Source: an optimization exercise on an open RTL-to-GDS flow (aim: small area, a short achievable clock period and few clock cycles). Production flows keep margins and buffers that such runs may drop.
In this exercise RTL edits were held to simulation tests only and were not proved equivalent to the original.
No activity file was given, so power comes from the tool's default toggle rates.

==> inputs of job 6413 <==
// tcore
module tcore (
    input  wire        clk,
    input  wire        rst,
    input  wire        req_valid,
    input  wire        req_we,
    input  wire [8:0]  req_addr,
    input  wire [31:0] req_wdata,
    output reg         rsp_valid,
    output reg  [31:0] rsp_rdata
);
==> flow/config.mk <==
export PLATFORM = sky130hd
export DESIGN_NAME = tcore
export DESIGN_NICKNAME = tcore
export VERILOG_FILES = /design/flow/design.v
export SDC_FILE = /design/flow/constraint.sdc
export NUM_CORES = 4
export LEC_CHECK = 0
export ABC_CLOCK_PERIOD_IN_PS = 3500
export CAP_MARGIN = 20
export CORE_MARGIN = 2
export CORE_UTILIZATION = 40
export PLACE_DENSITY = 0.6
export SETUP_SLACK_MARGIN = 5
export SLEW_MARGIN = 20
export TNS_END_PERCENT = 100
==> flow/constraint.sdc <==
create_clock -name core_clock -period 11.0 [get_ports {clk}]
set_input_delay 2.2000 -clock core_clock [delete_from_list [all_inputs] [get_ports {clk}]]
set_output_delay 2.2000 -clock core_clock [all_outputs]
set_load 0.01 [all_outputs]
standard.sh (not shown) runs the stock make flow with config.mk's settings and CLKGATE_MAP_FILE= SYNTH_SCRIPT=/design/flow/synth_recipe.tcl, a recipe that flattens the netlist after the stock synthesis.
==> flow/flow/run.sh <==
#!/bin/bash
set -euo pipefail
bash standard.sh \
    "BUFFER_PORTS_ARGS=-buffer_cell sky130_fd_sc_hd__buf_4" \
    MATCH_CELL_FOOTPRINT=0 \
    SETUP_SLACK_MARGIN=6.5 \
    finish > standard_finish.log 2>&1
==> inputs of job 7946, as changes to job 6413 <==
CORE_UTILIZATION = 35   (was 40)
PLACE_DENSITY = 0.55   (was 0.6)
==> summary.md <==
| Metric | Value |
|---|---|
| Status | `complete, no violations` |
| Grt met3 use | `4.33%` |
| P_comb | `1.04 mW` |
| Filler cell count | `14700` |
| Worst EP required | `11.66 ns` |
| Worst Path Arrival | `5.15 ns` |
[end of results for job 7946]
==> summary.md <==
| Metric | Value |
|---|---|
| Worst Path Arrival | `5.11 ns` |
| Filler cell count | `12400` |
| Worst EP required | `11.61 ns` |
| Grt met3 use | `7.26%` |
| P_comb | `0.991 mW` |
| Status | `complete, no violations` |
[end of results for job 6413]
Testbench counts of job 6413, summed over its fixed seeds: cycles 17,325.
Testbench counts of job 7946, summed over its fixed seeds: cycles 17,325.

========
==> run Y <==
Another version of the RTL of tcore (not shown whole).
export LEC_CHECK = 0
export ABC_CLOCK_PERIOD_IN_PS = 3500
export CAP_MARGIN = 20
export CORE_MARGIN = 2
export CORE_UTILIZATION = 35
export PLACE_DENSITY = 0.55
export SETUP_SLACK_MARGIN = 5
export SLEW_MARGIN = 20
export TNS_END_PERCENT = 100
create_clock -name core_clock -period 11.0 [get_ports {clk}]
Scripts as last shown in full above: flow/flow/run.sh
==> run K: changes against run Y <==
--- a/flow/design.v
+++ b/flow/design.v
@@ -38,14 +38,12 @@
     reg [31:0] result;
     reg [2:0]  err;
     reg        err_any;
     reg [6:0]  fbase;       
     reg [2:0]  foff;
     reg [7:0]  esum;        
-    reg [7:0]  thr_b;       
-    reg [7:0]  thr_c;       
     reg [NS-1:0] st;
     reg        fresh;       
     reg [4:0]  opr;         
     reg        mrd_tm;      
     reg        scan_y;      
     reg        skipchk;     
@@ -475,12 +473,14 @@
     wire hi7_c = |opc[30:7];
     wire hi6_a = |opa[30:6];
     wire hi6_b = |opb[30:6];
     wire hi6_c = |opc[30:6];
     wire bnd_t96 = hi7_a || hi7_c || gt8(esum, 8'd96);           
     wire bnd_y32 = hi6_a || hi6_c || gt8(esum, 8'd32);           
+    wire [7:0] thr_b = dthr(opb[5:0]);
+    wire [7:0] thr_c = dthr(opc[5:0]);
     wire bnd_dec = bnd_y32 || hi7_b || thr_c[7] || gt8({1'b0, opb[6:0]}, {1'b0, thr_c[6:0]});
     wire bnd_enc = bnd_t96 || hi6_b || thr_b[7] || gt8({1'b0, opc[6:0]}, {1'b0, thr_b[6:0]});
     wire x1_ok = (opa == 32'h00000000) || (opa == 32'h00000001) || (opa == 32'hFFFFFFFF);
     wire x2_ok = (opb == 32'h00000000) || (opb == 32'h00000001) || (opb == 32'hFFFFFFFF);
     reg [31:0] tt_out;
     always @(*) begin
@@ -596,14 +596,12 @@
             err_any <= 1'b0;
             fbase   <= 7'd0;
             foff    <= 3'd0;
             tw_ok   <= 1'b0;
             inc_fin <= 1'b0;
             esum    <= 8'd0;
-            thr_b   <= 8'd96;
-            thr_c   <= 8'd96;
             st      <= {{(NS-1){1'b0}}, 1'b1};
             fresh   <= 1'b1;
             opr     <= 5'd0;
             mrd_tm  <= 1'b0;
             scan_y  <= 1'b0;
             skipchk <= 1'b0;
@@ -644,21 +642,17 @@
                             opa   <= req_wdata;
                             trp   <= req_wdata[6:0];
                             yrp   <= req_wdata[4:0];
                             wbase <= req_wdata[6:0];
                             esum  <= add8({1'b0, req_wdata[6:0]}, {1'b0, opc[6:0]});
                         end
-                        9'h002: begin
-                            opb   <= req_wdata;
-                            thr_b <= dthr(req_wdata[5:0]);
-                        end
+                        9'h002: opb <= req_wdata;
                         9'h003: begin
                             opc  <= req_wdata;
                             rem  <= req_wdata[6:0];
                             esum  <= add8({1'b0, opa[6:0]}, {1'b0, req_wdata[6:0]});
-                            thr_c <= dthr(req_wdata[5:0]);
                         end
                         9'h004: begin
                             opd <= req_wdata;
                             an  <= req_wdata[30:0];
                         end
                         default: ;
Settings changed: CORE_UTILIZATION 35 to 40, CTS_CLUSTER_DIAMETER set to 60, CTS_CLUSTER_SIZE set to 30, PLACE_DENSITY 0.55 to 0.6.
==> run B: changes against run Y <==
--- a/flow/design.v
+++ b/flow/design.v
@@ -38,14 +38,12 @@
     reg [31:0] result;
     reg [2:0]  err;
     reg        err_any;
     reg [6:0]  fbase;       
     reg [2:0]  foff;
     reg [7:0]  esum;        
-    reg [7:0]  thr_b;       
-    reg [7:0]  thr_c;       
     reg [NS-1:0] st;
     reg        fresh;       
     reg [4:0]  opr;         
     reg        mrd_tm;      
     reg        scan_y;      
     reg        skipchk;     
@@ -475,12 +473,14 @@
     wire hi7_c = |opc[30:7];
     wire hi6_a = |opa[30:6];
     wire hi6_b = |opb[30:6];
     wire hi6_c = |opc[30:6];
     wire bnd_t96 = hi7_a || hi7_c || gt8(esum, 8'd96);           
     wire bnd_y32 = hi6_a || hi6_c || gt8(esum, 8'd32);           
+    wire [7:0] thr_b = dthr(opb[5:0]);
+    wire [7:0] thr_c = dthr(opc[5:0]);
     wire bnd_dec = bnd_y32 || hi7_b || thr_c[7] || gt8({1'b0, opb[6:0]}, {1'b0, thr_c[6:0]});
     wire bnd_enc = bnd_t96 || hi6_b || thr_b[7] || gt8({1'b0, opc[6:0]}, {1'b0, thr_b[6:0]});
     wire x1_ok = (opa == 32'h00000000) || (opa == 32'h00000001) || (opa == 32'hFFFFFFFF);
     wire x2_ok = (opb == 32'h00000000) || (opb == 32'h00000001) || (opb == 32'hFFFFFFFF);
     reg [31:0] tt_out;
     always @(*) begin
@@ -596,14 +596,12 @@
             err_any <= 1'b0;
             fbase   <= 7'd0;
             foff    <= 3'd0;
             tw_ok   <= 1'b0;
             inc_fin <= 1'b0;
             esum    <= 8'd0;
-            thr_b   <= 8'd96;
-            thr_c   <= 8'd96;
             st      <= {{(NS-1){1'b0}}, 1'b1};
             fresh   <= 1'b1;
             opr     <= 5'd0;
             mrd_tm  <= 1'b0;
             scan_y  <= 1'b0;
             skipchk <= 1'b0;
@@ -644,21 +642,17 @@
                             opa   <= req_wdata;
                             trp   <= req_wdata[6:0];
                             yrp   <= req_wdata[4:0];
                             wbase <= req_wdata[6:0];
                             esum  <= add8({1'b0, req_wdata[6:0]}, {1'b0, opc[6:0]});
                         end
-                        9'h002: begin
-                            opb   <= req_wdata;
-                            thr_b <= dthr(req_wdata[5:0]);
-                        end
+                        9'h002: opb <= req_wdata;
                         9'h003: begin
                             opc  <= req_wdata;
                             rem  <= req_wdata[6:0];
                             esum  <= add8({1'b0, opa[6:0]}, {1'b0, req_wdata[6:0]});
-                            thr_c <= dthr(req_wdata[5:0]);
                         end
                         9'h004: begin
                             opd <= req_wdata;
                             an  <= req_wdata[30:0];
                         end
                         default: ;
==> flow/flow/run.sh (replaced) <==
#!/bin/bash
set -euo pipefail
bash standard.sh \
    "BUFFER_PORTS_ARGS=-buffer_cell sky130_fd_sc_hd__buf_4" \
    MATCH_CELL_FOOTPRINT=0 \
    SETUP_SLACK_MARGIN=7.0 \
    finish > standard_finish.log 2>&1
Settings changed: CORE_UTILIZATION 35 to 40, CTS_CLUSTER_DIAMETER set to 60, CTS_CLUSTER_SIZE set to 30, PLACE_DENSITY 0.55 to 0.6.
==> notes <==
- Run K ran to the end with no violations. Run B produced a clean layout. Run Y ran to the end with no violations.
- Against run Y, the routed wire length of run K is lower by 1.5%.
- First-iteration DRC count: run Y < run B < run K.
- Hold slack: run Y < run K < run B.
- Worst setup slack: run K < run Y < run B.
- In flip-flop and latch count, run B and run K do not differ.
Testbench counts of run Y, summed over its fixed seeds: cycles 17,325.
Testbench counts of run K, summed over its fixed seeds: cycles 17,325.
Testbench counts of run B, summed over its fixed seeds: cycles 17,325.

separate check: timing with driven ports:
In the flow no input, the clock included, has a driving cell. The finished layouts below were timed again as built, in two steps. Step 1 assumes that a clkbuf_16 drives the clock port and a buf_2 every other input. Step 2 moves the port delays by t, midway between the first and last clock arrival at a register: inputs arrive t later, outputs are due t later. That takes back most of the time a late clock gives input paths. Three values: ideal ports, drivers, drivers and shift; two values: the first two.
run | shift t [ns] | setup slack, ns | slew at the worst register clock pin (ns)
job 6413 | 0.807 | 6.501 / 6.513 / 5.706 | 0.07 / 0.07
job 7946 | 0.785 | 6.518 / 6.521 / 5.735 | 0.07 / 0.07
run Y | 0.806 | 6.537 / 6.517 / 5.711 | 0.07 / 0.07
run K | 0.806 | 6.496 / 6.445 / 5.638 | 0.09 / 0.09
run B | 0.804 | 6.751 / 6.738 / 5.934 | 0.10 / 0.10
After both steps setup and hold are still met in every run listed. For run K, which loses most, drivers alone change the setup slack by -0.051 ns; drivers and shift together by -0.858 ns.
